This design comes from an exercise in tuning for a short achievable clock period and few clock cycles on the open sky130 flow, not from production work.
Only simulation tests tie the RTL to the original design; equivalence was not proved.
Power and IR drop assume default switching activity.

### flow/config.mk
export PLATFORM = sky130hd
export DESIGN_NAME = fm_codec
export DESIGN_NICKNAME = fm_codec
export VERILOG_FILES = /design/flow/design.v
export SDC_FILE = /design/flow/constraint.sdc
export NUM_CORES = 4
export LEC_CHECK = 0
export CAP_MARGIN = 20
export CORE_MARGIN = 2
export CORE_UTILIZATION = 40
export PLACE_DENSITY = 0.6
export SLEW_MARGIN = 20
### flow/constraint.sdc
create_clock -name core_clock -period 15.0 [get_ports {clk}]
set_input_delay 3.0000 -clock core_clock [delete_from_list [all_inputs] [get_ports {clk}]]
set_output_delay 3.0000 -clock core_clock [all_outputs]
set_load 0.01 [all_outputs]
### flow/design.v
module fm_codec (
    input  wire        clk,
    input  wire        rst,
    input  wire        cmd_valid,
    output wire        cmd_ready,
    input  wire [15:0] cmd,
    output wire        rsp_valid,
    input  wire        rsp_ready,
    output wire [1:0]  rsp_type,
    output wire [7:0]  rsp_data
);
    localparam [1:0] RSP_BYTE  = 2'd0;
    localparam [1:0] RSP_END   = 2'd1;
    localparam [1:0] RSP_ERROR = 2'd2;
    localparam [3:0] E_ILLEGAL    = 4'd1;
    localparam [3:0] E_DEM_NOINIT = 4'd2;
    localparam [3:0] E_MOD_SEQ    = 4'd3;
    localparam [3:0] OP_DEM_RESET  = 4'h1;
    localparam [3:0] OP_DEM_FEED   = 4'h2;
    localparam [3:0] OP_DEM_FINISH = 4'h3;
    localparam [3:0] OP_MOD_BEGIN  = 4'h4;
    localparam [3:0] OP_MOD_WORD   = 4'h5;
    localparam [3:0] OP_MOD_END    = 4'h6;
    localparam [3:0] OP_REG_READ   = 4'hA;
    localparam [11:0] SIDE_LEN  = 12'd3125;
    localparam [8:0]  MIN_BLOCK = 9'd256;
    localparam [15:0] SYNC_PAT  = 16'hAAB6;
    reg        dem_init;      
    reg        dem_step2;     
    reg        dem_phase;     
    reg [15:0] dem_hist;      
    reg [2:0]  dem_bcnt;      
    reg [11:0] dem_olen;      
    reg        mod_open;      
    reg [8:0]  mod_cnt;       
    reg        err;           
    reg [3:0]  ecode;         
    wire [7:0] hist_even = {dem_hist[14], dem_hist[12], dem_hist[10], dem_hist[8],
                            dem_hist[6],  dem_hist[4],  dem_hist[2],  dem_hist[0]};
    wire [7:0] hist_odd  = {dem_hist[15], dem_hist[13], dem_hist[11], dem_hist[9],
                            dem_hist[7],  dem_hist[5],  dem_hist[3],  dem_hist[1]};
    wire [7:0] dem_dacc  = dem_phase ? hist_odd  : hist_even;
    wire [7:0] dem_sacc  = dem_phase ? hist_even : hist_odd;
    reg        cmd_rdy_q;
    reg        cq_v;
    reg [15:0] cq;
    wire [3:0] op    = cq[15:12];
    wire [2:0] rsv   = cq[11:9];
    wire       f_bit = cq[8];
    wire [7:0] d     = cq[7:0];
    reg legal;
    always @(*) begin
        case (op)
            OP_DEM_RESET:  legal = (rsv == 3'd0) && (d == 8'd0);
            OP_DEM_FEED:   legal = (rsv == 3'd0) && !f_bit;
            OP_DEM_FINISH: legal = (rsv == 3'd0) && !f_bit && (d == 8'd0);
            OP_MOD_BEGIN:  legal = (rsv == 3'd0) && !f_bit && (d == 8'd0);
            OP_MOD_WORD:   legal = (rsv == 3'd0);
            OP_MOD_END:    legal = (rsv == 3'd0) && !f_bit && (d == 8'd0);
            OP_REG_READ:   legal = (rsv == 3'd0) && !f_bit;
            default:       legal = 1'b0;
        endcase
    end
    reg [15:0] fm_word;
    integer i;
    always @(*) begin
        fm_word = 16'd0;
        for (i = 0; i < 8; i = i + 1) begin
            fm_word[15 - 2*i] = d[i];
            fm_word[14 - 2*i] = 1'b1;
        end
        if (f_bit)
            fm_word[12] = 1'b0;
    end
    reg [31:0] reg_val;
    always @(*) begin
        case (d[3:0])
            4'h0:    reg_val = {24'd0, 1'b0, dem_bcnt, 1'b0, dem_step2, dem_phase, dem_init};
            4'h1:    reg_val = {24'd0, dem_dacc};
            4'h2:    reg_val = {24'd0, dem_sacc};
            4'h3:    reg_val = {20'd0, dem_olen};
            4'h4:    reg_val = {31'd0, mod_open};
            4'h5:    reg_val = {23'd0, mod_cnt};
            4'h9:    reg_val = {24'd0, ecode, 3'd0, err};
            default: reg_val = 32'd0;    
        endcase
    end
    wire [23:0] x1 = {dem_hist, d[0], d[1], d[2], d[3], d[4], d[5], d[6], d[7]};
    wire [19:0] x2 = {dem_hist, d[1], d[3], d[5], d[7]};
    reg  [7:0] m1;
    reg  [3:0] m2;
    reg  [7:0] eb1 [0:7];    
    reg  [7:0] eb2 [0:3];
    integer k, j;
    always @(*) begin
        for (k = 0; k < 8; k = k + 1) begin
            m1[k] = (x1[7-k +: 16] == SYNC_PAT);
            for (j = 0; j < 8; j = j + 1)
                eb1[k][j] = x1[7-k + 2*j];
        end
        for (k = 0; k < 4; k = k + 1) begin
            m2[k] = (x2[3-k +: 16] == SYNC_PAT);
            for (j = 0; j < 8; j = j + 1)
                eb2[k][j] = x2[3-k + 2*j];
        end
    end
    reg        fd_phase;
    reg [2:0]  fd_bcnt;
    reg [1:0]  fd_n;        
    reg [7:0]  fd_b0, fd_b1;
    reg        any_m;
    reg [2:0]  mpos;        
    reg [3:0]  npos;        
    reg        n_ok;        
    reg [7:0]  nbyte;
    always @(*) begin
        npos = {(3'd7 - dem_bcnt), ~dem_phase};
        if (!dem_step2) begin
            any_m = |m1;
            mpos  = 3'd0;
            for (k = 0; k < 8; k = k + 1)
                if (m1[k]) mpos = k;
            nbyte = eb1[npos[2:0]];
            n_ok  = (npos < 4'd8) && (!any_m || (npos[2:0] < mpos));
        end else begin
            any_m = |m2;
            mpos  = 3'd0;
            for (k = 0; k < 4; k = k + 1)
                if (m2[k]) mpos = k;
            nbyte = eb2[npos[1:0]];
            n_ok  = (npos < 4'd4) && (!any_m || (npos[1:0] < mpos[1:0]));
        end
        if (any_m) begin
            fd_phase = ~mpos[0];
            if (!dem_step2) fd_bcnt = {1'b0, (3'd7 - mpos) >> 1};
            else            fd_bcnt = {1'b0, (3'd3 - mpos) >> 1};
        end else begin
            fd_phase = dem_phase;
            fd_bcnt  = dem_bcnt + (dem_step2 ? 3'd2 : 3'd4);
        end
        fd_n  = {1'b0, n_ok} + {1'b0, any_m};
        fd_b0 = n_ok ? nbyte : 8'h06;
        fd_b1 = 8'h06;
    end
    wire [11:0] olen_p1 = dem_olen + 12'd1;
    wire [11:0] olen_p2 = dem_olen + 12'd2;
    reg  [1:0]  fd_out;     
    reg  [11:0] fd_olen;
    always @(*) begin
        if (dem_olen == SIDE_LEN) begin
            fd_out  = 2'd0;
            fd_olen = dem_olen;
        end else if (fd_n == 2'd2 && olen_p1 != SIDE_LEN) begin
            fd_out  = 2'd2;
            fd_olen = olen_p2;
        end else if (fd_n != 2'd0) begin
            fd_out  = 2'd1;
            fd_olen = olen_p1;
        end else begin
            fd_out  = 2'd0;
            fd_olen = dem_olen;
        end
    end
    reg        x_err;
    reg [31:0] x_data;
    reg [2:0]  x_nb;
    reg [11:0] x_pad;
    reg        x_pb;
    reg [3:0]  x_code;
    always @(*) begin
        x_err  = 1'b0;
        x_code = 4'd0;
        x_data = 32'd0;
        x_nb   = 3'd0;
        x_pad  = 12'd0;
        x_pb   = 1'b0;
        if (!legal) begin
            x_err  = 1'b1;
            x_code = E_ILLEGAL;
        end else begin
            case (op)
                OP_DEM_FEED: begin
                    if (!dem_init) begin
                        x_err  = 1'b1;
                        x_code = E_DEM_NOINIT;
                    end else begin
                        x_data = {16'd0, fd_b1, fd_b0};
                        x_nb   = {1'b0, fd_out};
                    end
                end
                OP_DEM_FINISH: begin
                    if (!dem_init) begin
                        x_err  = 1'b1;
                        x_code = E_DEM_NOINIT;
                    end else begin
                        x_pad = SIDE_LEN - dem_olen;
                    end
                end
                OP_MOD_BEGIN: begin
                    if (mod_open) begin
                        x_err  = 1'b1;
                        x_code = E_MOD_SEQ;
                    end
                end
                OP_MOD_WORD: begin
                    if (!mod_open) begin
                        x_err  = 1'b1;
                        x_code = E_MOD_SEQ;
                    end else begin
                        x_data = {16'd0, fm_word};
                        x_nb   = 3'd2;
                    end
                end
                OP_MOD_END: begin
                    if (!mod_open) begin
                        x_err  = 1'b1;
                        x_code = E_MOD_SEQ;
                    end else begin
                        x_pad = {3'd0, MIN_BLOCK - mod_cnt};
                        x_pb  = 1'b1;
                    end
                end
                OP_REG_READ: begin
                    if (d > 8'h09) begin
                        x_err  = 1'b1;
                        x_code = E_ILLEGAL;
                    end else begin
                        x_data = reg_val;
                        x_nb   = 3'd4;
                    end
                end
                default: ;    
            endcase
        end
        if (x_err)
            x_data = {28'd0, x_code};
    end
    wire x_one = x_err || (x_nb == 3'd0 && x_pad == 12'd0);
    localparam DW = 1 + 1 + 32 + 3 + 12 + 1;
    reg [DW-1:0] fifo [0:3];
    reg [1:0]    wp, rp;
    reg [3:0]    fth;       
    reg [3:0]    cth;       
    wire [DW-1:0] x_desc = {x_one, x_err, x_data, x_nb, x_pad, x_pb};
    reg        a_v;
    reg        a_last;      
    reg        a_err;
    reg [31:0] a_data;
    reg [2:0]  a_nb;
    reg [11:0] a_pad;
    reg        a_pb;
    reg        r_v;         
    reg [1:0]  r_type;
    reg [7:0]  r_data;
    reg        q_v;         
    reg [1:0]  q_type;
    reg [7:0]  q_data;
    assign cmd_ready = cmd_rdy_q;
    assign rsp_valid = r_v;
    assign rsp_type  = r_type;
    assign rsp_data  = r_data;
    wire adv    = !r_v || rsp_ready;            
    wire prod   = !q_v;                         
    wire f_ne   = fth[0];
    wire a_take = !a_v || (prod && a_last);     
    wire pop    = a_take && f_ne;
    wire push   = cq_v;
    wire acc    = cmd_valid && cmd_rdy_q;
    reg [1:0] b_type;
    reg [7:0] b_data;
    always @(*) begin
        if (a_err) begin
            b_type = RSP_ERROR;
            b_data = a_data[7:0];
        end else if (a_nb != 3'd0) begin
            b_type = RSP_BYTE;
            b_data = a_data[7:0];
        end else if (a_pad != 12'd0) begin
            b_type = RSP_BYTE;
            b_data = a_pb ? 8'h55 : 8'h00;
        end else begin
            b_type = RSP_END;
            b_data = 8'h00;
        end
    end
    wire b_v = a_v && prod;
    wire [2:0]  s_nb   = (a_nb != 3'd0) ? a_nb - 3'd1 : a_nb;
    wire [11:0] s_pad  = (a_nb == 3'd0) ? a_pad - 12'd1 : a_pad;
    wire        s_last = (a_nb == 3'd0) ? (a_pad == 12'd1)
                                        : (a_nb == 3'd1 && a_pad == 12'd0);
    wire [3:0] fth_up = {fth[2:0], 1'b1};
    wire [3:0] fth_dn = {1'b0, fth[3:1]};
    wire rdy_acc   = pop ? !cth[3] : !cth[2];
    wire rdy_noacc = pop ? 1'b1    : !cth[3];
    wire [3:0] cth_acc   = pop ? cth : {cth[2:0], 1'b1};
    wire [3:0] cth_noacc = pop ? {1'b0, cth[3:1]} : cth;
    always @(posedge clk) begin
        cq <= cmd;
        if (push)
            fifo[wp] <= x_desc;
    end
    always @(posedge clk) begin
        if (rst) begin
            cmd_rdy_q <= 1'b1;
            cq_v      <= 1'b0;
            wp        <= 2'd0;
            rp        <= 2'd0;
            fth       <= 4'd0;
            cth       <= 4'd0;
            a_v       <= 1'b0;
            r_v       <= 1'b0;
            q_v       <= 1'b0;
            dem_init  <= 1'b0;
            dem_step2 <= 1'b0;
            dem_phase <= 1'b0;
            dem_hist  <= 16'd0;
            dem_bcnt  <= 3'd0;
            dem_olen  <= 12'd0;
            mod_open  <= 1'b0;
            mod_cnt   <= 9'd0;
            err       <= 1'b0;
            ecode     <= 4'd0;
        end else begin
            cq_v      <= acc;
            cth       <= acc ? cth_acc : cth_noacc;
            cmd_rdy_q <= acc ? rdy_acc : rdy_noacc;
            if (push && !pop)
                fth <= fth_up;
            else if (!push && pop)
                fth <= fth_dn;
            if (push) wp <= wp + 2'd1;
            if (pop)  rp <= rp + 2'd1;
            if (cq_v) begin
                if (x_err) begin
                    if (!err) begin
                        err   <= 1'b1;
                        ecode <= x_code;
                    end
                end else begin
                    case (op)
                        OP_DEM_RESET: begin
                            dem_init  <= 1'b1;
                            dem_step2 <= f_bit;
                            dem_phase <= 1'b0;
                            dem_hist  <= 16'd0;
                            dem_bcnt  <= 3'd0;
                            dem_olen  <= 12'd0;
                        end
                        OP_DEM_FEED: begin
                            dem_phase <= fd_phase;
                            dem_hist  <= dem_step2 ? x2[15:0] : x1[15:0];
                            dem_bcnt  <= fd_bcnt;
                            dem_olen  <= fd_olen;
                        end
                        OP_MOD_BEGIN: begin
                            mod_open <= 1'b1;
                            mod_cnt  <= 9'd0;
                        end
                        OP_MOD_WORD: begin
                            if (mod_cnt < MIN_BLOCK)
                                mod_cnt <= mod_cnt + 9'd2;
                        end
                        OP_MOD_END: begin
                            mod_open <= 1'b0;
                        end
                        default: ;
                    endcase
                end
            end
            if (a_take) begin
                a_v <= f_ne;
                {a_last, a_err, a_data, a_nb, a_pad, a_pb} <= fifo[rp];
            end else if (prod) begin
                a_last <= s_last;
                a_nb   <= s_nb;
                a_pad  <= s_pad;
                if (a_nb != 3'd0)
                    a_data <= {8'd0, a_data[31:8]};
            end
            if (adv) begin
                r_v    <= q_v ? 1'b1   : b_v;
                r_type <= q_v ? q_type : b_type;
                r_data <= q_v ? q_data : b_data;
                q_v    <= 1'b0;
            end else if (!q_v) begin
                q_v    <= b_v;
            end
            if (!q_v) begin
                q_type <= b_type;
                q_data <= b_data;
            end
        end
    end
endmodule
### flow/flow/run.sh
#!/bin/bash
set -euo pipefail
bash standard.sh finish SETUP_SLACK_MARGIN=12.5 > standard.log 2>&1
### flow/standard.sh
#!/bin/bash
# synth_recipe.tcl (not shown) runs the flow's synth.tcl, then flattens the netlist and writes it again
# the make line also repeats each setting of config.mk as NAME=value (left out here)
make -C /OpenROAD-flow-scripts/flow DESIGN_CONFIG=/design/flow/config.mk WORK_HOME=/design/flow/orfs CLKGATE_MAP_FILE= SYNTH_SCRIPT=/design/flow/synth_recipe.tcl "${@:-finish}"
==> summary.txt, run 1 <==
----------------------------------------------------
[Timing]
  Pin slew with the least headroom to its limit ... 0.915 ns
  Setup repair after global routing missed its margin ... yes
  Min cycle time layout ... 4.08 ns
  Post-Route Setup TNS ... 0 ns
  Fin Clk Skew ... 0.0196 ns
  # setup viols final ... 0
  Final clock period utilization by the worst path ... 27.2%
  Slew headroom ... 38.9%
  F_max ... 245 MHz
  Final hold vios ... 0
  Final slew viol count ... 0
  Hold_ws ... 0.486 ns

[Logic synthesis]
  Async set or reset register ratio after synthesis ... 0%
  Ranking of synthesized cells by instance count ... edfxtp_1 (190), nor2_1 (131), nand2_1 (127)
  Area contributors post-synth ... edfxtp_1 (42%), dfxtp_1 (12%), mux4_2 (6.0%)
  Count of distinct cell types in the synthesized netlist ... 86
  Most instantiated library cell after synthesis ... edfxtp_1
  Post-Syn Instances ... 1,212
  Net count after synthesis ... 1,254
  Sequential share of the synthesized area ... 54.2%
  Library cell occupying the most area in the post-synthesis netlist ... edfxtp_1
  Average cell area after synthesis ... 11.2 sq um
  Ys flop type ... edfxtp_1
  Warning count from the yosys run ... 3
  Number of synthesized flops with an enable pin ... 190
  Cell area after technology mapping ... 13,500 sq um
  Number of register bits inferred by synthesis ... 271
  Share of the synthesized area in the top cell type ... 42.2%

[Cells and area]
  Storage cell area ... 7400 sq um
  Layout Nets ... 1,353
  Multi-input combinational cell area ... 6810 sq um
  Fill cell count ... 2,861
  Final standard cell count with taps included and fillers excluded ... 1,782
  Antenna diode instance count ... 0
  Fraction of layout cells with a size suffix above 1 ... 33.4%
  Cell area after layout ... 17,700 sq um
  Synth-to-layout area growth ... 30.7%

[Clock tree]
  Number of clock sinks seen by CTS ... 271
  CTS hold repair buffers ... 0
  Register clock-pin slew on the reported worst setup and hold paths ... 0.07 ns
  Clock insertion delay at the later pin of the skew report ... 0.57 ns
  Num CTS Buffers ... 29
  Clock tree root driver cell ... clkbuf_16
  Maximum level of the CTS H-tree ... 1
  Maximum count of clock buffers along a single path ... 3
  TritonCTS clock tree ... done

[Pwr]
  Power density relative to cell area ... 98.3 nW/um^2
  Net Sw Power ... 0.410 mW
  Worst supply voltage drop on vdd ... 93.0 uV
  Fraction of power consumed by the clock network ... 39.9%
  Part of the total power dissipated in combinational logic ... 10.9%
  Switching share of total power ... 23.6%
  Leak pwr ... 5.79 nW
  Sequential share of power ... 49.2%
  Total power consumption of the routed design ... 1.74 mW
  Internal power of the cells ... 1.33 mW

[Routing]
  Remaining antenna violation count ... 0
  Total Wirelength ... 36,700 um
  Total number of vias ... 10,192
  DRC violation total after the first TritonRoute iteration ... 859
  Total DRC errors in the routed layout ... 0
  Vias/cell ... 5.72
  Number of iterations in the first detailed-routing pass ... 6
  Post-detailed-route wirelength per cell ... 20.6 um

[Critical path]
  CP Capture Type ... primary output
  Highest cell delay on the worst timing path ... 0.37 ns
  Arrival time of the worst setup path ... 1.08 ns
  WP buf/inv ... 1
  Worst Setup Path Type ... register to primary output
  WP data required ... 12.00 ns
  Standard cell with the maximum stage delay on the critical path ... edfxtp_1
  Crit path max-delay family ... flip-flops
  Register-to-register path setup slack ... 11.52 ns
  Crit-path cells ... buf_2
  Maximum fanout encountered on the critical timing path ... 1
  Sort of element at the start of the critical path ... register

[Floorplanning]
  Cell Rows ... 67
  Die span in x ... 188 um
  Die outline area ... 35,300 sq um
  Number of top-level pins ... 32
  Die outline height ... 188 um
  Initial cell density of the core ... 40.5%
  Core outline area ... 33,400 sq um

[Place]
  Post-Place Cell Area ... 14,300 sq um
  HPWL after detailed placement ... 21,300 um
  Buffers added on ports ... 31
  Final RePlAce weighted congestion ... 0.907
  Placed Cells ... 1,622

[GRT]
  Vias in the first global route ... 9,901
  Pin count of the biggest net entering global routing ... 52
  Global-route total usage across every layer ... 20.4%
  Initial antenna violation count ... 1
  GRT overflow ... 0
  Wire length of the first global-routing pass ... 57,100 um

[Run]
  Max-cap check violation count ... 0

[Run status]
  Run status ... finished clean

[Worst hold path]
  Classification of the worst-slack hold path ... register to register

----------------------------------------------------
final cells by class:
class                      instances  area share [%]
multi-input combinational        824            38.5
sequential                       271            41.9
inverter                          30           0.729
timing repair buffer             155            10.4
clock buffer                      39            4.55
tap                              448            3.17
clock inverter                    15           0.715
power groups by stage:
stage | sequential [mW] | combinational (mW) | clock, mW
5_1_grt | 0.858 | 0.206 | 0.737
3_5_place_dp | 0.872 | 0.142 | 0
4_1_cts | 0.855 | 0.181 | 0.708
6_report | 0.854 | 0.189 | 0.693
2_1_floorplan | 0.866 | 0.105 | 0
3_3_place_gp | 0.870 | 0.141 | 0
worst reg2reg max path: cells and delay by family (launching register included):
kind / cells / cell delay (ns)
muxes: 1 / 0.13
buffers and inverters: 1 / 0.13
AOI/OAI and AO/OA: 6 / 0.88
DFF: 1 / 0.35
and+or+nand+nor: 5 / 1.59
adders and majority gates: 1 / 0.34
flip-flops by register name, indices dropped and copies added, names as in the netlist, 2 cells and up, named ones only:
name	flops
mod_cnt	8
fth	4
ecode	2
cth	4
a_data	16
a_pad	12
dem_olen	12
q_type	2
r_data	8
cq	16
wp	2
q_data	8
fifo	136
a_nb	3
rp	2
dem_bcnt	3
r_type	2
dem_hist	16
cells by family (layout without fill, tap and decap cells):
kind of cell / Yosys count / count (layout) / share of synthesized area (%)
AND/OR/NAND/NOR: 442 / 443 / 17.0
flip-flops: 271 / 271 / 54.2
AO/OA/AOI/OAI: 248 / 248 / 11.9
buffers and inverters: 118 / 239 / 3.66
multiplexers: 75 / 75 / 8.93
XOR/XNOR: 36 / 36 / 2.33
adder cells (fa/ha/maj): 22 / 22 / 2.04
layer usage:
metal  up-vias  track usage (%)  part of all wire [%]
met3        83             2.94                   6.2
met2       383             33.4                    48
met4         0             6.60                   3.0
met1      5009             28.1                    43
li1       4717                -                     -
met5         -                0                     0
cell usage in the layout (no fill, tap or decap), drive strengths merged, types with 6 or more instances in the layout:
master	synthesis	routed
o21ai	56	56
clkinv	3	14
nor4bb	9	9
xor2	11	11
inv	27	29
xnor2	25	25
nor4	15	15
nand3	20	20
and2	21	22
clkbuf	60	40
or3	11	11
buf	28	150
ha	22	22
a22oi	13	13
a21oi	83	83
nor2b	16	16
a211oi	12	12
and3	13	13
a222oi	6	6
nor3	27	27
edfxtp	190	190
dfxtp	81	81
mux2i	35	35
o22ai	7	7
mux4	36	36
a31oi	18	18
or4	7	7
nand2b	10	10
nand2	128	128
nor2	131	131
repair_timing:
| action | CTS | global route |
|---|---|---|
| resized for setup | 340 | 118 |
| buffers inserted | 70 | 21 |
| pin swaps | 78 | 41 |
| endpoints found under the setup margin | 293 | 283 |
| cloned | 14 | 1 |
worst paths after layout:
check,from,to,cells after the start
min,cth[0]$_SDFFE_PP0P_,cth[0]$_SDFFE_PP0P_,2
max,r_data[1]$_DFFE_PP_,rsp_data[1],1
max reg2reg,cq[3]$_DFF_P_,dem_olen[11]$_SDFFE_PP0P_,14
min reg2reg,cth[0]$_SDFFE_PP0P_,cth[0]$_SDFFE_PP0P_,2
metrics by stage:
stage | setup WS, ns | util [%]
after floorplan | 11.03 | -
after global placement | 10.42 | 42.9
after detailed placement | 10.41 | 42.9
after CTS | 10.89 | 50.8
after global routing | 10.88 | 53.0
final | 10.92 | 53.0
Testbench counts, summed over its fixed seeds: cycles 139,034.
==> run 2, diff against run 1 <==
==> flow/flow/run.sh (replaced) <==
#!/bin/bash
set -euo pipefail
bash standard.sh finish SETUP_SLACK_MARGIN=13.5 > standard.log 2>&1
==> summary.txt, run 2 <==
----------------------------------------------------
[Place]
  Buffers added on ports ... 31 (unchanged)
  Minimum setup slack after placement ... 10.37 ns (was 10.41 ns)
  Final RePlAce weighted congestion ... 0.901 (was 0.907)
  HPWL after detailed placement ... 21,500 um (was 21,300 um)

[Pwr]
  Part of the total power dissipated in combinational logic ... 13.9% (was 10.9%)
  Fraction of power consumed by the clock network ... 38.8% (was 39.9%)
  Sequential share of power ... 47.3% (was 49.2%)
  Internal power of the cells ... 1.38 mW (was 1.33 mW)
  Switching share of total power ... 24.0% (was 23.6%)
  Worst supply voltage drop on vdd ... 88.2 uV (was 93.0 uV)
  Power density relative to cell area ... 97.6 nW/um^2 (was 98.3 nW/um^2)
  Leak pwr ... 6.09 nW (was 5.79 nW)
  Net Sw Power ... 0.436 mW (was 0.410 mW)

[Critical path]
  Highest cell delay on the worst timing path ... 0.36 ns (was 0.37 ns)
  WP buf/inv ... 1 (unchanged)
  CP Capture Type ... primary output (unchanged)
  Maximum fanout encountered on the critical timing path ... 1 (unchanged)
  WP data required ... 12.00 ns (about the same)
  Worst setup path startpoint ... r_data[7]$_DFFE_PP_ (was r_data[1]$_DFFE_PP_)
  Arrival time of the worst setup path ... 1.07 ns (was 1.08 ns)
  Worst Setup Path Type ... register to primary output (unchanged)
  Register-to-register path setup slack ... 11.46 ns (was 11.52 ns)
  Standard cell with the maximum stage delay on the critical path ... edfxtp_1 (unchanged)
  Crit path max-delay family ... flip-flops (unchanged)
  FF-to-FF Start ... cq[2]$_DFF_P_ (was cq[3]$_DFF_P_)
  Crit-path cells ... buf_2 (unchanged)
  Sort of element at the start of the critical path ... register (unchanged)

[Timing]
  Slack of the critical path ... 10.93 ns (was 10.92 ns)
  # setup viols final ... 0 (unchanged)
  Final clock period utilization by the worst path ... 27.1% (was 27.2%)
  Post-Route Setup TNS ... 0 ns (unchanged)
  Final hold vios ... 0 (unchanged)
  Setup repair after global routing missed its margin ... yes (unchanged)
  F_max ... 246 MHz (was 245 MHz)
  Final slew viol count ... 0 (unchanged)
  Slew headroom ... 51.5% (was 38.9%)
  Pin slew with the least headroom to its limit ... 0.728 ns (was 0.915 ns)
  Fin Clk Skew ... 0.0181 ns (was 0.0196 ns)
  Min cycle time layout ... 4.07 ns (was 4.08 ns)

[GRT]
  Fraction of met2 tracks used by global routing ... 36.5% (was 33.4%)
  Global-route total usage across every layer ... 21.8% (was 20.4%)
  GRT overflow ... 0 (unchanged)
  Initial antenna violation count ... 0 (was 1)
  Wire length of the first global-routing pass ... 59,900 um (was 57,100 um)
  Routing usage on met3 ... 3.43% (was 2.94%)
  Vias in the first global route ... 10,127 (was 9,901)
  Most used routing layer in global routing ... met2 (unchanged)
  Pin count of the biggest net entering global routing ... 52 (unchanged)
  Global routing usage on met1 ... 28.5% (was 28.1%)

[Cells and area]
  Register bank with the most flops ... fifo (unchanged)
  Multi-input combinational cell area ... 7330 sq um (was 6810 sq um)
  Most frequent cells in the layout ... edfxtp_1 (190), nand2_1 (102), buf_4 (77) (was edfxtp_1 (190), nand2_1 (122), nor2_1 (75))
  Antenna diode instance count ... 0 (unchanged)
  Layout Nets ... 1,391 (was 1,353)
  Max reg flops ... 136 (unchanged)
  Fill cell count ... 2,776 (was 2,861)
  Storage cell area ... 7430 sq um (was 7400 sq um)
  Fraction of layout cells with a size suffix above 1 ... 41.1% (was 33.4%)
  Leading cell type in the layout, fill and taps excluded ... edfxtp_1 (unchanged)
  Synth-to-layout area growth ... 37.6% (was 30.7%)

[Logic synthesis]
  Warning count from the yosys run ... 3 (unchanged)
  Share of the synthesized area in the top cell type ... 42.2% (unchanged)
  Count of distinct cell types in the synthesized netlist ... 86 (unchanged)
  Library cell occupying the most area in the post-synthesis netlist ... edfxtp_1 (unchanged)
  Sequential share of the synthesized area ... 54.2% (unchanged)
  Cell area after technology mapping ... 13,500 sq um (unchanged)
  Number of synthesized flops with an enable pin ... 190 (unchanged)
  Ranking of synthesized cells by instance count ... edfxtp_1 (190), nor2_1 (131), nand2_1 (127) (unchanged)
  Async set or reset register ratio after synthesis ... 0% (unchanged)
  Post-Syn Instances ... 1,212 (unchanged)
  Most instantiated library cell after synthesis ... edfxtp_1 (unchanged)
  Net count after synthesis ... 1,254 (unchanged)
  Number of register bits inferred by synthesis ... 271 (unchanged)
  Area contributors post-synth ... edfxtp_1 (42%), dfxtp_1 (12%), mux4_2 (6.0%) (unchanged)
  Average cell area after synthesis ... 11.2 sq um (unchanged)
  Ys flop type ... edfxtp_1 (unchanged)

[Floorplanning]
  Die span in x ... 188 um (unchanged)
  Core outline area ... 33,400 sq um (unchanged)
  Number of top-level pins ... 32 (unchanged)
  Cell Rows ... 67 (unchanged)
  Initial cell density of the core ... 40.5% (unchanged)
  Die outline area ... 35,300 sq um (unchanged)
  Die outline height ... 188 um (unchanged)

[Worst hold path]
  Classification of the worst-slack hold path ... register to register (unchanged)
  Beginning of the worst hold path ... cth[1]$_SDFFE_PP0P_ (was cth[0]$_SDFFE_PP0P_)

[Clock tree]
  Maximum count of clock buffers along a single path ... 3 (unchanged)
  Clock tree root driver cell ... clkbuf_16 (unchanged)
  Num CTS Buffers ... 29 (unchanged)
  Maximum level of the CTS H-tree ... 1 (unchanged)
  TritonCTS clock tree ... done (unchanged)
  Clock insertion delay at the later pin of the skew report ... 0.57 ns (about the same)
  Register clock-pin slew on the reported worst setup and hold paths ... 0.06 ns (was 0.07 ns)
  Number of clock sinks seen by CTS ... 271 (unchanged)

[Routing]
  Post-detailed-route wirelength per cell ... 21.9 um (was 20.6 um)
  Total Wirelength ... 39,800 um (was 36,700 um)
  DRC violation total after the first TritonRoute iteration ... 1,160 (was 859)
  Number of iterations in the first detailed-routing pass ... 7 (was 6)
  Vias/cell ... 5.84 (was 5.72)
  Total number of vias ... 10,628 (was 10,192)
  Remaining antenna violation count ... 0 (unchanged)
  Total DRC errors in the routed layout ... 0 (unchanged)

[Run status]
  Run status ... finished clean (unchanged)

[Run]
  Max-cap check violation count ... 0 (unchanged)

----------------------------------------------------
run 2: cell counts after synthesis:
Identical to the previous run, type by type.
run 2: final timing paths:
check,cells past startpoint,to
setup / recovery,1,rsp_data[7]
hold / removal,2,cth[0]$_SDFFE_PP0P_
setup reg to reg,17,dem_olen[11]$_SDFFE_PP0P_
hold reg to reg,2,cth[0]$_SDFFE_PP0P_
run 2: layout make-up:
type / count / area share (%)
flip-flops and latches: 271 / 40.0
repair buffers: 188 / 11.9
inverters: 30 / 0.733
clock inverters: 17 / 0.929
clock buffers: 37 / 4.06
multi-input cells: 829 / 39.4
well taps: 448 / 3.01
run 2: power by group through the flow:
stage	Sequential (mW)	Combinational (mW)	Clock, mW
after floorplan	0.868	0.117	0
after global placement	0.875	0.143	0
after detailed placement	0.877	0.145	0
after CTS	0.859	0.225	0.713
after global routing	0.862	0.269	0.745
final	0.859	0.252	0.704
run 2: per-layer routing:
layer | share of wire [%] | vias to the layer above
li1 | - | 4811
met3 | 6.7 | 113
met4 | 4.6 | 0
met1 | 40 | 5218
met2 | 48 | 486
met5 | 0 | -
run 2: cells by family (layout without fill, tap and decap cells):
kind of cell	after synthesis	count (layout)	share of synthesized area (%)
compound gates	248	249	11.9
xor+xnor	36	36	2.33
fa+ha+maj	22	22	2.04
buf+inv	118	272	3.66
flops	271	271	54.2
mux	75	75	8.93
simple gates	442	447	17.0
run 2: per-stage QoR:
step                utilization, %  hold slack, ns  instances  power, mW  cell area, sq um
floorplan                        -           0.445       1212      0.985             14200
global placement              43.8           0.458       1614       1.02             14600
detailed placement            43.8           0.476       1614       1.02             14600
CTS                           52.9           0.482       1781       1.80             17600
global route                  55.7           0.505       1820       1.88             18600
finish                        55.7           0.482       1820       1.81             18600
run 2: timing repair:
item                       4_1_cts  5_1_grt
setup endpoints to repair      471      335
gates cloned                    21        1
buffers inserted                92       38
pin swaps                      112       48
resized for setup              379      157
hold buffers                     0        0
==> run 3, diff against run 2 <==
==> flow/run.sh (new file) <==
#!/bin/bash
# synth_recipe.tcl (not shown) runs the flow's synth.tcl, then flattens the netlist and writes it again
# the make line also repeats each setting of config.mk as NAME=value (left out here)
make -C /OpenROAD-flow-scripts/flow DESIGN_CONFIG=/design/flow/config.mk WORK_HOME=/design/flow/orfs CLKGATE_MAP_FILE= SYNTH_SCRIPT=/design/flow/synth_recipe.tcl finish
removed: flow/flow/run.sh
removed: flow/standard.sh
==> summary.txt, run 3 <==
----------------------------------------------------
[Clock tree]
  Clock tree root driver cell ... clkbuf_16 (unchanged)
  Maximum level of the CTS H-tree ... 1 (unchanged)
  Number of clock sinks seen by CTS ... 271 (unchanged)
  TritonCTS clock tree ... done (unchanged)
  Clock insertion delay at the later pin of the skew report ... 0.58 ns (was 0.57 ns)
  # Post-CTS Setup Buffers ... 0 (was 92)
  Register clock-pin slew on the reported worst setup and hold paths ... 0.06 ns (about the same)
  Number of resized instances in the post-cts repair step ... 0 (was 379)
  CTS hold repair buffers ... 0 (unchanged)
  Num CTS Buffers ... 30 (was 29)
  Maximum count of clock buffers along a single path ... 3 (unchanged)

[Routing]
  Vias/cell ... 5.63 (was 5.84)
  DRC violation total after the first TritonRoute iteration ... 790 (was 1,160)
  Total Wirelength ... 31,500 um (was 39,800 um)
  Post-detailed-route wirelength per cell ... 18.7 um (was 21.9 um)
  Total DRC errors in the routed layout ... 0 (unchanged)
  Number of iterations in the first detailed-routing pass ... 6 (was 7)
  Total number of vias ... 9,452 (was 10,628)
  Remaining antenna violation count ... 0 (unchanged)

[Logic synthesis]
  Number of register bits inferred by synthesis ... 271 (unchanged)
  Net count after synthesis ... 1,254 (unchanged)
  Average cell area after synthesis ... 11.2 sq um (unchanged)
  Async set or reset register ratio after synthesis ... 0% (unchanged)
  Count of distinct cell types in the synthesized netlist ... 86 (unchanged)
  Library cell occupying the most area in the post-synthesis netlist ... edfxtp_1 (unchanged)
  Number of synthesized flops with an enable pin ... 190 (unchanged)
  Warning count from the yosys run ... 3 (unchanged)
  Cell area after technology mapping ... 13,500 sq um (unchanged)
  Area contributors post-synth ... edfxtp_1 (42%), dfxtp_1 (12%), mux4_2 (6.0%) (unchanged)
  Most instantiated library cell after synthesis ... edfxtp_1 (unchanged)
  Post-Syn Instances ... 1,212 (unchanged)
  Sequential share of the synthesized area ... 54.2% (unchanged)
  Ys flop type ... edfxtp_1 (unchanged)
  Share of the synthesized area in the top cell type ... 42.2% (unchanged)
  Ranking of synthesized cells by instance count ... edfxtp_1 (190), nor2_1 (131), nand2_1 (127) (unchanged)

[Floorplanning]
  Cell Rows ... 67 (unchanged)
  Core outline area ... 33,400 sq um (unchanged)
  Initial cell density of the core ... 40.5% (unchanged)
  Die span in x ... 188 um (unchanged)
  Number of top-level pins ... 32 (unchanged)
  Die outline area ... 35,300 sq um (unchanged)
  Die outline height ... 188 um (unchanged)

[Place]
  Final RePlAce weighted congestion ... 0.893 (was 0.901)
  Buffers added on ports ... 31 (unchanged)
  Minimum setup slack after placement ... 9.64 ns (was 10.37 ns)
  HPWL after detailed placement ... 20,700 um (was 21,500 um)
  Post-Place Cell Area ... 14,200 sq um (was 14,600 sq um)

[Cells and area]
  Register bank with the most flops ... fifo (unchanged)
  Util after Layout ... 45.5% (was 55.7%)
  Synth-to-layout area growth ... 12.3% (was 37.6%)
  Antenna diode instance count ... 0 (unchanged)
  Fraction of layout cells with a size suffix above 1 ... 10.7% (was 41.1%)
  Layout Nets ... 1,248 (was 1,391)
  Max reg flops ... 136 (unchanged)
  Leading cell type in the layout, fill and taps excluded ... edfxtp_1 (unchanged)
  Most frequent cells in the layout ... edfxtp_1 (190), nor2_1 (131), nand2_1 (127) (was edfxtp_1 (190), nand2_1 (102), buf_4 (77))
  Fill cell count ... 3,134 (was 2,776)
  Cell area after layout ... 15,200 sq um (was 18,600 sq um)

[Run]
  Max-cap check violation count ... 0 (unchanged)

[Timing]
  Setup repair after global routing missed its margin ... no (was yes)
  Min cycle time layout ... 4.49 ns (was 4.07 ns)
  Pin slew with the least headroom to its limit ... 0.882 ns (was 0.728 ns)
  Final slew viol count ... 0 (unchanged)
  Fin Clk Skew ... 0.0198 ns (was 0.0181 ns)
  Final hold vios ... 0 (unchanged)
  # setup viols final ... 0 (unchanged)
  Slew headroom ... 41.1% (was 51.5%)
  Final clock period utilization by the worst path ... 29.9% (was 27.1%)
  F_max ... 223 MHz (was 246 MHz)
  Post-Route Setup TNS ... 0 ns (unchanged)
  Slack of the critical path ... 10.51 ns (was 10.93 ns)

[Critical path]
  WP data required ... 12.00 ns (about the same)
  Crit-path cells ... clkdlybuf4s50_1 (was buf_2)
  FF-to-FF Start ... cq[2]$_DFF_P_ (unchanged)
  WP buf/inv ... 1 (unchanged)
  Worst Setup Path Type ... register to primary output (unchanged)
  Standard cell with the maximum stage delay on the critical path ... clkdlybuf4s50_1 (was edfxtp_1)
  CP Capture Type ... primary output (unchanged)
  Arrival time of the worst setup path ... 1.49 ns (was 1.07 ns)
  Crit path max-delay family ... buffers and inverters (was flip-flops)
  Maximum fanout encountered on the critical timing path ... 3 (was 1)
  Sort of element at the start of the critical path ... register (unchanged)
  Register-to-register path setup slack ... 10.60 ns (was 11.46 ns)
  End of the worst register-to-register path ... fifo[0][49]$_DFFE_PP_ (was dem_olen[11]$_SDFFE_PP0P_)
  Highest cell delay on the worst timing path ... 0.55 ns (was 0.36 ns)
  Reg2reg path depth ... 14 (was 17)

[Worst hold path]
  Instance count along the most critical hold path ... 2 (unchanged)
  Beginning of the worst hold path ... cth[0]$_SDFFE_PP0P_ (was cth[1]$_SDFFE_PP0P_)
  Classification of the worst-slack hold path ... register to register (unchanged)
  Destination of the worst hold path ... cth[0]$_SDFFE_PP0P_ (unchanged)

[GRT]
  GRT overflow ... 0 (unchanged)
  Initial antenna violation count ... 0 (unchanged)
  Wire length of the first global-routing pass ... 50,700 um (was 59,900 um)
  Global-route total usage across every layer ... 17.8% (was 21.8%)
  Pin count of the biggest net entering global routing ... 54 (was 52)
  Vias in the first global route ... 9,037 (was 10,127)

[Pwr]
  Power density relative to cell area ... 114 nW/um^2 (was 97.6 nW/um^2)
  Leak pwr ... 4.87 nW (was 6.09 nW)
  Worst supply voltage drop on vdd ... 92.5 uV (was 88.2 uV)

[Run status]
  Run status ... finished clean (unchanged)

----------------------------------------------------
[run 3: cell count changes in the layout (fill, tap and decap cells not counted), sizes merged, moves of 2 or more]
cell | before | now
clkbuf | 39 | 43
clkdlybuf4s50 | 0 | 30
inv | 29 | 27
and2 | 26 | 21
clkinv | 14 | 10
buf | 185 | 20
clkinvlp | 1 | 3
[run 3: area by class of cell]
type / count / area [sq um] / share of cell area, %
multi-input combinational: 823 / 5710 / 37.6
clock inverter: 13 / 169 / 1.11
inverter: 30 / 113 / 0.742
tap: 448 / 561 / 3.69
sequential: 271 / 7330 / 48.3
clock buffer: 43 / 845 / 5.57
timing repair buffer: 50 / 448 / 2.95
[run 3: per-stage QoR]
step / hold slack (ns) / power [mW] / cells
after detailed placement: 0.470 / 1.01 / 1622
after CTS: 0.479 / 1.76 / 1678
final: 0.477 / 1.73 / 1678
after floorplan: 0.447 / 0.967 / 1212
after global placement: 0.460 / 1.01 / 1622
after global routing: 0.511 / 1.80 / 1678
[run 3: layer usage]
metal  vias up  routed length (um)  GRT usage, %
li1       4505                   -             -
met1      4624               14200          24.9
met2       269               14800          29.3
met3        54                1710          2.56
met4         0                 762          4.57
met5         -                   0             0
[run 3: logic make-up (layout without fill, tap and decap cells)]
logic type	count (synthesis)	in the layout	share of synthesized area, %
buf+inv	118	136	3.66
flops	271	271	54.2
simple gates	442	442	17.0
fa+ha+maj	22	22	2.04
xor+xnor	36	36	2.33
mux	75	75	8.93
compound gates	248	248	11.9
[run 3: worst max path at each step]
stage	startpoint	end	slack, ns	cells after the start
after floorplan	rst	a_data[0]$_DFFE_PP_	10.13	4
after global placement	rst	a_pad[5]$_DFFE_PP_	9.64	6
after detailed placement	rst	a_pad[4]$_DFFE_PP_	9.64	6
after CTS	rst	a_pad[7]$_DFFE_PP_	10.21	6
after global routing	cq[2]$_DFF_P_	fifo[0][49]$_DFFE_PP_	10.30	14
final	cmd_rdy_q$_SDFF_PP1_	cmd_ready	10.51	1
[run 3: report_power, final]
| group | switching [mW] | internal [mW] | leakage, nW |
|---|---|---|---|
| Combinational | 0.0705 | 0.0652 | 2.07 |
| Sequential | 0.0208 | 0.837 | 2.31 |
| Clock | 0.297 | 0.444 | 0.482 |
==> run 4, diff against run 3 <==
--- a/flow/design.v
+++ b/flow/design.v
@@ -163,7 +163,6 @@
     end
     reg        x_err;
-    reg [31:0] x_data;
+    reg [15:0] x_data;
     reg [2:0]  x_nb;
-    reg [11:0] x_pad;
     reg        x_pb;
     reg [3:0]  x_code;
@@ -171,7 +170,6 @@
         x_err  = 1'b0;
         x_code = 4'd0;
-        x_data = 32'd0;
+        x_data = 16'd0;
         x_nb   = 3'd0;
-        x_pad  = 12'd0;
         x_pb   = 1'b0;
         if (!legal) begin
@@ -185,5 +183,5 @@
                         x_code = E_DEM_NOINIT;
                     end else begin
-                        x_data = {16'd0, fd_b1, fd_b0};
+                        x_data = {(fd_out == 2'd2) ? fd_b1 : 8'd0, (fd_out != 2'd0) ? fd_b0 : 8'd0};
                         x_nb   = {1'b0, fd_out};
                     end
@@ -194,5 +192,5 @@
                         x_code = E_DEM_NOINIT;
                     end else begin
-                        x_pad = SIDE_LEN - dem_olen;
+                        x_data = {4'd0, SIDE_LEN - dem_olen};
                     end
                 end
@@ -208,5 +206,5 @@
                         x_code = E_MOD_SEQ;
                     end else begin
-                        x_data = {16'd0, fm_word};
+                        x_data = fm_word;
                         x_nb   = 3'd2;
                     end
@@ -217,5 +215,5 @@
                         x_code = E_MOD_SEQ;
                     end else begin
-                        x_pad = {3'd0, MIN_BLOCK - mod_cnt};
+                        x_data = {7'd0, MIN_BLOCK - mod_cnt};
                         x_pb  = 1'b1;
                     end
@@ -226,5 +224,5 @@
                         x_code = E_ILLEGAL;
                     end else begin
-                        x_data = reg_val;
+                        x_data = reg_val[15:0];    
                         x_nb   = 3'd4;
                     end
@@ -234,19 +232,19 @@
         end
         if (x_err)
-            x_data = {28'd0, x_code};
+            x_data = {12'd0, x_code};
     end
-    wire x_one = x_err || (x_nb == 3'd0 && x_pad == 12'd0);
-    localparam DW = 1 + 1 + 32 + 3 + 12 + 1;
+    wire x_one = x_err || (x_nb == 3'd0 && x_data[11:0] == 12'd0);
+    localparam DW = 1 + 1 + 16 + 3 + 1;
     reg [DW-1:0] fifo [0:3];
     reg [1:0]    wp, rp;
     reg [3:0]    fth;       
     reg [3:0]    cth;       
-    wire [DW-1:0] x_desc = {x_one, x_err, x_data, x_nb, x_pad, x_pb};
+    wire [DW-1:0] x_desc = {x_one, x_err, x_data, x_nb, x_pb};
     reg        a_v;
     reg        a_last;      
     reg        a_err;
-    reg [31:0] a_data;
+    reg [15:0] a_data;      
     reg [2:0]  a_nb;
-    reg [11:0] a_pad;
+    wire [11:0] a_pad = a_data[11:0];
     reg        a_pb;
     reg        r_v;         
@@ -286,7 +284,6 @@
     wire b_v = a_v && prod;
     wire [2:0]  s_nb   = (a_nb != 3'd0) ? a_nb - 3'd1 : a_nb;
-    wire [11:0] s_pad  = (a_nb == 3'd0) ? a_pad - 12'd1 : a_pad;
-    wire        s_last = (a_nb == 3'd0) ? (a_pad == 12'd1)
-                                        : (a_nb == 3'd1 && a_pad == 12'd0);
+    wire [15:0] s_data = (a_nb != 3'd0) ? {8'd0, a_data[15:8]} : {4'd0, a_pad - 12'd1};
+    wire        s_last = (a_nb != 3'd0) ? (a_nb == 3'd1) : (a_pad == 12'd1);
     wire [3:0] fth_up = {fth[2:0], 1'b1};
     wire [3:0] fth_dn = {1'b0, fth[3:1]};
@@ -370,11 +367,9 @@
             if (a_take) begin
                 a_v <= f_ne;
-                {a_last, a_err, a_data, a_nb, a_pad, a_pb} <= fifo[rp];
+                {a_last, a_err, a_data, a_nb, a_pb} <= fifo[rp];
             end else if (prod) begin
                 a_last <= s_last;
                 a_nb   <= s_nb;
-                a_pad  <= s_pad;
-                if (a_nb != 3'd0)
-                    a_data <= {8'd0, a_data[31:8]};
+                a_data <= s_data;
             end
             if (adv) begin
==> flow/flow/run.sh (new file) <==
#!/bin/bash
set -euo pipefail
bash standard.sh finish SETUP_SLACK_MARGIN=12.5 "BUFFER_PORTS_ARGS=-buffer_cell sky130_fd_sc_hd__buf_6" > standard.log 2>&1
==> flow/standard.sh (new file) <==
#!/bin/bash
# synth_recipe.tcl (not shown) runs the flow's synth.tcl, then flattens the netlist and writes it again
# the make line also repeats each setting of config.mk as NAME=value (left out here)
make -C /OpenROAD-flow-scripts/flow DESIGN_CONFIG=/design/flow/config.mk WORK_HOME=/design/flow/orfs CLKGATE_MAP_FILE= SYNTH_SCRIPT=/design/flow/synth_recipe.tcl "${@:-finish}"
removed: flow/run.sh
==> summary.txt, run 4 <==
----------------------------------------------------
[Critical path]
  WP data required ... 12.00 ns (about the same)
  Arrival time of the worst setup path ... 1.03 ns (was 1.49 ns)
  Crit path max-delay family ... flip-flops (was buffers and inverters)
  Sort of element at the start of the critical path ... register (unchanged)
  CP Capture Type ... primary output (unchanged)
  Crit-path cells ... buf_6 (was clkdlybuf4s50_1)
  Standard cell with the maximum stage delay on the critical path ... edfxtp_1 (was clkdlybuf4s50_1)
  Maximum fanout encountered on the critical timing path ... 1 (was 3)
  Worst Setup Path Type ... register to primary output (unchanged)
  Highest cell delay on the worst timing path ... 0.38 ns (was 0.55 ns)
  WP buf/inv ... 1 (unchanged)

[Clock tree]
  Clock insertion delay at the later pin of the skew report ... 0.54 ns (was 0.58 ns)
  Maximum level of the CTS H-tree ... 1 (unchanged)
  CTS hold repair buffers ... 0 (unchanged)
  Clock tree root driver cell ... clkbuf_16 (unchanged)
  Maximum count of clock buffers along a single path ... 3 (unchanged)
  Register clock-pin slew on the reported worst setup and hold paths ... 0.06 ns (about the same)
  TritonCTS clock tree ... done (unchanged)
  Num CTS Buffers ... 23 (was 30)
  Number of clock sinks seen by CTS ... 211 (was 271)

[Cells and area]
  Max reg flops ... 88 (was 136)
  Leading cell type in the layout, fill and taps excluded ... edfxtp_1 (unchanged)
  Fraction of layout cells with a size suffix above 1 ... 32.1% (was 10.7%)
  Register bank with the most flops ... fifo (unchanged)
  Fill cell count ... 2,501 (was 3,134)
  Synth-to-layout area growth ... 27.9% (was 12.3%)
  Final standard cell count with taps included and fillers excluded ... 1,598 (was 1,678)
  Layout Nets ... 1,239 (was 1,248)
  Antenna diode instance count ... 0 (unchanged)
  Util after Layout ... 52.0% (was 45.5%)
  Cell area after layout ... 14,900 sq um (was 15,200 sq um)
  Most frequent cells in the layout ... edfxtp_1 (130), nand2_1 (107), o21ai_0 (68) (was edfxtp_1 (190), nor2_1 (131), nand2_1 (127))

[Timing]
  Final clock period utilization by the worst path ... 26.9% (was 29.9%)
  Setup repair after global routing missed its margin ... yes (was no)
  # setup viols final ... 0 (unchanged)
  Fin Clk Skew ... 0.0241 ns (was 0.0198 ns)
  Pin slew with the least headroom to its limit ... 1.05 ns (was 0.882 ns)
  Final hold vios ... 0 (unchanged)
  Hold_ws ... 0.500 ns (was 0.477 ns)
  Post-Route Setup TNS ... 0 ns (unchanged)
  F_max ... 248 MHz (was 223 MHz)
  Slack of the critical path ... 10.97 ns (was 10.51 ns)
  Slew headroom ... 29.8% (was 41.1%)
  Final slew viol count ... 0 (unchanged)
  Min cycle time layout ... 4.03 ns (was 4.49 ns)

[Floorplanning]
  Core outline area ... 28,700 sq um (was 33,400 sq um)
  Initial cell density of the core ... 40.6% (was 40.5%)
  Die span in x ... 175 um (was 188 um)
  Die outline height ... 175 um (was 188 um)
  Number of top-level pins ... 32 (unchanged)
  Die outline area ... 30,500 sq um (was 35,300 sq um)
  Cell Rows ... 62 (was 67)

[Logic synthesis]
  Sequential share of the synthesized area ... 47.4% (was 54.2%)
  Most instantiated library cell after synthesis ... edfxtp_1 (unchanged)
  Net count after synthesis ... 1,189 (was 1,254)
  Ys flop type ... edfxtp_1 (unchanged)
  Share of synthesized cell area in full adder, half adder and majority cells ... 2.36% (was 2.04%)
  Multiplexer fraction of the synthesized cell area ... 8.84% (was 8.93%)
  Library cell occupying the most area in the post-synthesis netlist ... edfxtp_1 (unchanged)
  Number of register bits inferred by synthesis ... 211 (was 271)
  Async set or reset register ratio after synthesis ... 0% (unchanged)
  Ranking of synthesized cells by instance count ... edfxtp_1 (130), nand2_1 (117), nor2_1 (100) (was edfxtp_1 (190), nor2_1 (131), nand2_1 (127))
  Main combinational cell family by area after synthesis ... simple AND/OR/NAND/NOR gates (unchanged)
  Count of distinct cell types in the synthesized netlist ... 88 (was 86)
  Area contributors post-synth ... edfxtp_1 (33%), dfxtp_1 (14%), mux4_2 (5.2%) (was edfxtp_1 (42%), dfxtp_1 (12%), mux4_2 (6.0%))
  Share of the synthesized area in compound gates (AO/OA/AOI/OAI) ... 15.9% (was 11.9%)
  Area share of xor/xnor cells in the synthesized design ... 2.33% (about the same)
  Average cell area after synthesis ... 10.2 sq um (was 11.2 sq um)
  Warning count from the yosys run ... 3 (unchanged)
  Share of the synthesized area in the top cell type ... 33.5% (was 42.2%)
  Fraction of the mapped netlist area in simple logic gates ... 19.0% (was 17.0%)
  Cell area after technology mapping ... 11,700 sq um (was 13,500 sq um)
  Number of synthesized flops with an enable pin ... 130 (was 190)
  Post-Syn Instances ... 1,147 (was 1,212)

[GRT]
  Vias in the first global route ... 9,060 (was 9,037)
  GRT overflow ... 0 (unchanged)
  Initial antenna violation count ... 0 (unchanged)
  Pin count of the biggest net entering global routing ... 42 (was 54)
  Wire length of the first global-routing pass ... 51,400 um (was 50,700 um)
  Global-route total usage across every layer ... 21.4% (was 17.8%)

[Place]
  Minimum setup slack after placement ... 10.62 ns (was 9.64 ns)
  Final RePlAce weighted congestion ... 0.883 (was 0.893)
  HPWL after detailed placement ... 20,500 um (was 20,700 um)
  Post-Place Cell Area ... 12,500 sq um (was 14,200 sq um)
  Buffers added on ports ... 31 (unchanged)
  Placed Cells ... 1,482 (was 1,622)

[Run status]
  Run status ... finished clean (unchanged)

[Pwr]
  Leak pwr ... 4.99 nW (was 4.87 nW)
  Total power consumption of the routed design ... 1.29 mW (was 1.73 mW)
  Power density relative to cell area ... 86.6 nW/um^2 (was 114 nW/um^2)
  Worst supply voltage drop on vdd ... 79.5 uV (was 92.5 uV)

[Routing]
  Total Wirelength ... 33,400 um (was 31,500 um)
  Total DRC errors in the routed layout ... 0 (unchanged)
  Number of iterations in the first detailed-routing pass ... 6 (unchanged)
  Vias/cell ... 5.91 (was 5.63)
  Remaining antenna violation count ... 0 (unchanged)
  DRC violation total after the first TritonRoute iteration ... 890 (was 790)
  Post-detailed-route wirelength per cell ... 20.9 um (was 18.7 um)
  Total number of vias ... 9,440 (was 9,452)

[Run]
  Max-cap check violation count ... 0 (unchanged)

[Worst hold path]
  Classification of the worst-slack hold path ... register to register (unchanged)

----------------------------------------------------
-- run 4: logic make-up after synthesis --
logic type,Yosys count
compound gates,278
xor+xnor,31
fa+ha+maj,22
buf+inv,119
flops,211
mux,66
simple gates,420
-- run 4: repair_timing --
| item | 4_1_cts | 5_1_grt |
|---|---|---|
| buffers inserted | 44 | 21 |
| pin swaps | 28 | 26 |
| cloned | 9 | 0 |
| endpoints found under the setup margin | 215 | 199 |
| gates resized for setup | 153 | 97 |
-- run 4: final timing paths --
path                                          startpoint                  endpoint  slack, ns  depth (start not counted)
worst max-delay path                 r_data[6]$_DFFE_PP_               rsp_data[6]      10.97                          1
worst min-delay path                 cth[2]$_SDFFE_PP0P_       cth[2]$_SDFFE_PP0P_       0.50                          2
worst min register to register       cth[2]$_SDFFE_PP0P_       cth[2]$_SDFFE_PP0P_       0.50                          2
worst max register to register  dem_hist[1]$_SDFFE_PP0P_  dem_olen[6]$_SDFFE_PP0P_      11.67                         13
-- run 4: worst min-delay path, stage by stage (launching register included) --
cell     delay, ns
dfxtp_1       0.33
nand2_1       0.08
a21oi_2       0.04
-- run 4: per-layer routing --
layer  GRT usage [%]  vias to the layer above  share of wire (%)
li1                -                     4399                  -
met1            27.0                     4597                 41
met2            36.3                      346                 48
met3            3.02                       98                5.3
met4            9.76                        0                5.0
met5               0                        -                  0
-- run 4: layout make-up --
type                    instances  area, sq um  area share, %
well taps                     384          480           3.22
inverters                      28          140          0.940
flip-flops and latches        211         5590           37.5
multi-input cells             818         6650           44.6
repair buffers                115         1320           8.86
clock buffers                  28          594           3.98
clock inverters                14          139          0.931
-- run 4: where the power goes --
part | internal, mW | switching (mW)
registers | 0.628 | 0.0151
clock network | 0.319 | 0.234
logic | 0.0490 | 0.0472
Testbench counts of run 4, summed over its fixed seeds: cycles 139,034.
==> run 5, diff against run 4 <==
==> flow/flow/run.sh (replaced) <==
#!/bin/bash
set -euo pipefail
bash standard.sh finish SETUP_SLACK_MARGIN=12.5 > standard.log 2>&1
==> summary.txt, run 5 <==
----------------------------------------------------
[GRT]
  GRT overflow ... 0 (unchanged)
  Wire length of the first global-routing pass ... 52,500 um (was 51,400 um)
  Global-route total usage across every layer ... 21.5% (was 21.4%)
  Initial antenna violation count ... 0 (unchanged)
  Vias in the first global route ... 9,192 (was 9,060)
  Pin count of the biggest net entering global routing ... 42 (unchanged)

[Routing]
  Vias/cell ... 5.99 (was 5.91)
  Post-detailed-route wirelength per cell ... 21.1 um (was 20.9 um)
  Number of iterations in the first detailed-routing pass ... 6 (unchanged)
  Remaining antenna violation count ... 0 (unchanged)
  DRC violation total after the first TritonRoute iteration ... 904 (was 890)
  Total number of vias ... 9,693 (was 9,440)
  Total DRC errors in the routed layout ... 0 (unchanged)
  Total Wirelength ... 34,100 um (was 33,400 um)

[Pwr]
  Internal power of the cells ... 1.03 mW (was 0.996 mW)
  Fraction of power consumed by the clock network ... 44.1% (was 42.8%)
  Power density relative to cell area ... 87.6 nW/um^2 (was 86.6 nW/um^2)
  Net Sw Power ... 0.303 mW (was 0.297 mW)
  Sequential share of power ... 48.2% (was 49.7%)
  Switching share of total power ... 22.7% (was 23.0%)
  Worst supply voltage drop on vdd ... 65.6 uV (was 79.5 uV)
  Total power consumption of the routed design ... 1.33 mW (was 1.29 mW)
  Part of the total power dissipated in combinational logic ... 7.7% (was 7.4%)
  Leak pwr ... 5.16 nW (was 4.99 nW)

[Timing]
  Pin slew with the least headroom to its limit ... 0.761 ns (was 1.05 ns)
  Hold_ws ... 0.517 ns (was 0.500 ns)
  # setup viols final ... 0 (unchanged)
  Post-Route Setup TNS ... 0 ns (unchanged)
  Fin Clk Skew ... 0.0203 ns (was 0.0241 ns)
  Final slew viol count ... 0 (unchanged)
  F_max ... 249 MHz (was 248 MHz)
  Final hold vios ... 0 (unchanged)
  Slew headroom ... 49.0% (was 29.8%)
  Min cycle time layout ... 4.02 ns (was 4.03 ns)
  Setup repair after global routing missed its margin ... yes (unchanged)
  Slack of the critical path ... 10.98 ns (was 10.97 ns)
  Final clock period utilization by the worst path ... 26.8% (was 26.9%)

[Clock tree]
  Clock tree root driver cell ... clkbuf_16 (unchanged)
  Num CTS Buffers ... 24 (was 23)
  Maximum count of clock buffers along a single path ... 3 (unchanged)
  Register clock-pin slew on the reported worst setup and hold paths ... 0.06 ns (about the same)
  Number of clock sinks seen by CTS ... 211 (unchanged)
  TritonCTS clock tree ... done (unchanged)
  Clock insertion delay at the later pin of the skew report ... 0.53 ns (was 0.54 ns)
  Maximum level of the CTS H-tree ... 1 (unchanged)

[Critical path]
  Standard cell with the maximum stage delay on the critical path ... edfxtp_1 (unchanged)
  Maximum fanout encountered on the critical timing path ... 1 (unchanged)
  WP data required ... 12.00 ns (about the same)
  Arrival time of the worst setup path ... 1.02 ns (was 1.03 ns)
  Register-to-register path setup slack ... 11.56 ns (was 11.67 ns)
  Worst Setup Path Type ... register to primary output (unchanged)
  Sort of element at the start of the critical path ... register (unchanged)
  WP buf/inv ... 1 (unchanged)
  Crit-path cells ... buf_2 (was buf_6)
  CP Capture Type ... primary output (unchanged)
  Crit path max-delay family ... flip-flops (unchanged)
  Highest cell delay on the worst timing path ... 0.36 ns (was 0.38 ns)

[Cells and area]
  Most frequent cells in the layout ... edfxtp_1 (130), nand2_1 (104), o21ai_0 (70) (was edfxtp_1 (130), nand2_1 (107), o21ai_0 (68))
  Fraction of layout cells with a size suffix above 1 ... 34.1% (was 32.1%)
  Antenna diode instance count ... 0 (unchanged)
  Layout Nets ... 1,258 (was 1,239)
  Util after Layout ... 52.9% (was 52.0%)
  Max reg flops ... 88 (unchanged)
  Synth-to-layout area growth ... 30.3% (was 27.9%)
  Register bank with the most flops ... fifo (unchanged)
  Leading cell type in the layout, fill and taps excluded ... edfxtp_1 (unchanged)

[Place]
  HPWL after detailed placement ... 20,400 um (was 20,500 um)
  Buffers added on ports ... 31 (unchanged)
  Minimum setup slack after placement ... 10.36 ns (was 10.62 ns)
  Final RePlAce weighted congestion ... 0.913 (was 0.883)

[Logic synthesis]
  Async set or reset register ratio after synthesis ... 0% (unchanged)
  Warning count from the yosys run ... 3 (unchanged)
  Area contributors post-synth ... edfxtp_1 (33%), dfxtp_1 (14%), mux4_2 (5.2%) (unchanged)
  Net count after synthesis ... 1,189 (unchanged)
  Sequential share of the synthesized area ... 47.4% (unchanged)
  Ranking of synthesized cells by instance count ... edfxtp_1 (130), nand2_1 (117), nor2_1 (100) (unchanged)
  Share of the synthesized area in the top cell type ... 33.5% (unchanged)
  Most instantiated library cell after synthesis ... edfxtp_1 (unchanged)
  Count of distinct cell types in the synthesized netlist ... 88 (unchanged)
  Average cell area after synthesis ... 10.2 sq um (unchanged)
  Cell area after technology mapping ... 11,700 sq um (unchanged)
  Ys flop type ... edfxtp_1 (unchanged)
  Post-Syn Instances ... 1,147 (unchanged)
  Library cell occupying the most area in the post-synthesis netlist ... edfxtp_1 (unchanged)
  Number of register bits inferred by synthesis ... 211 (unchanged)
  Number of synthesized flops with an enable pin ... 130 (unchanged)

[Floorplanning]
  Die outline area ... 30,500 sq um (unchanged)
  Die outline height ... 175 um (unchanged)
  Number of top-level pins ... 32 (unchanged)
  Die span in x ... 175 um (unchanged)
  Cell Rows ... 62 (unchanged)
  Initial cell density of the core ... 40.6% (unchanged)
  Core outline area ... 28,700 sq um (unchanged)

[Run]
  Max-cap check violation count ... 0 (unchanged)

[Run status]
  Run status ... finished clean (unchanged)

[Worst hold path]
  Classification of the worst-slack hold path ... register to register (unchanged)

----------------------------------------------------
## run 5: timing repair
action | in CTS | in global routing
buffers inserted | 61 | 16
hold buffers | 0 | 0
pin swaps | 34 | 29
gates cloned | 9 | 0
setup endpoints to repair | 213 | 203
gates resized for setup | 290 | 118
## run 5: routing by layer
layer	routed length [um]	vias up	global-route usage (%)
met4	1430	0	8.02
li1	-	4447	-
met2	16400	417	35.4
met1	14000	4735	29.1
met5	0	-	0
met3	2160	94	2.94
## run 5: worst paths after layout
kind,startpoint,end,cells after the start
setup / recovery,r_data[5]$_DFFE_PP_,rsp_data[5],1
hold reg to reg,cth[2]$_SDFFE_PP0P_,cth[2]$_SDFFE_PP0P_,2
setup reg to reg,cq[1]$_DFF_P_,dem_olen[8]$_SDFFE_PP0P_,13
hold / removal,cth[2]$_SDFFE_PP0P_,cth[2]$_SDFFE_PP0P_,2
## run 5: worst reg2reg max path: cells and delay by family, from the launching register on
family	cells	cell delay (ns)
AO/OA/AOI/OAI	5	0.86
flip-flops	1	0.35
adder cells (fa/ha/maj)	1	0.23
multiplexers	1	0.37
buffers and inverters	3	0.49
AND/OR/NAND/NOR	3	1.06
## run 5: kinds of logic after synthesis
kind of cell               count (synthesis)  synth area share [%]
AOI/OAI and AO/OA                        278                  15.9
xor gates and xnor gates                  31                  2.33
adders and majority gates                 22                  2.36
buffers and inverters                    119                  4.20
DFF                                      211                  47.4
muxes                                     66                  8.84
and+or+nand+nor                          420                  19.0
## run 5: cell type report
class | instances | area [sq um]
inverters | 28 | 140
repair buffers | 133 | 1470
well taps | 384 | 480
flip-flops and latches | 211 | 5600
fillers | 2535 | 13500
clock buffers | 28 | 626
clock inverters | 16 | 168
multi-input cells | 818 | 6720
## run 5: metrics by stage
stage	cells	instance area [sq um]
2_1_floorplan	1147	12000
3_3_place_gp	1487	12400
3_5_place_dp	1488	12500
4_1_cts	1602	14500
5_1_grt	1618	15200
6_report	1618	15200
## run 5: power groups by stage
stage                     Sequential (mW)  Clock (mW)  Combinational [mW]
final                               0.642       0.587               0.103
after global placement              0.657           0              0.0672
after detailed placement            0.657           0              0.0679
after floorplan                     0.649           0              0.0521
after global routing                0.644       0.621               0.110
after CTS                           0.642       0.600              0.0938

## separate check: timing with driven ports
In the flow no input, the clock included, has a driving cell. The finished layouts below were timed again as built, in two steps.
Step 1, drivers: a clkbuf_16 drives clk and a buf_2 each remaining input, both assumed.
Step 2 also shifts input and output timing later by t, the mid clock arrival at the registers, as if the neighbouring blocks saw the same clock.
a / b / c = ideal / step 1 / step 2; a / b = the first two.
| run | t (ns) | setup slack, ns | clock arrival spread, ns | pins driven straight from the clock port |
|---|---|---|---|---|
| run 1 | 0.610 | 10.924 / 10.872 / 10.871 | 0.020 / 0.020 | 1 |
| run 2 | 0.613 | 10.933 / 10.882 / 10.820 | 0.018 / 0.019 | 1 |
| run 3 | 0.615 | 10.510 / 10.461 / 10.005 | 0.020 / 0.020 | 1 |
| run 4 | 0.577 | 10.966 / 10.919 / 10.661 | 0.024 / 0.024 | 1 |
| run 5 | 0.574 | 10.978 / 10.928 / 10.987 | 0.020 / 0.020 | 1 |
After both steps setup and hold are still met in every run listed. The setup slack of run 3, which loses most, moves by -0.049 ns with the drivers and by -0.505 ns with both steps.
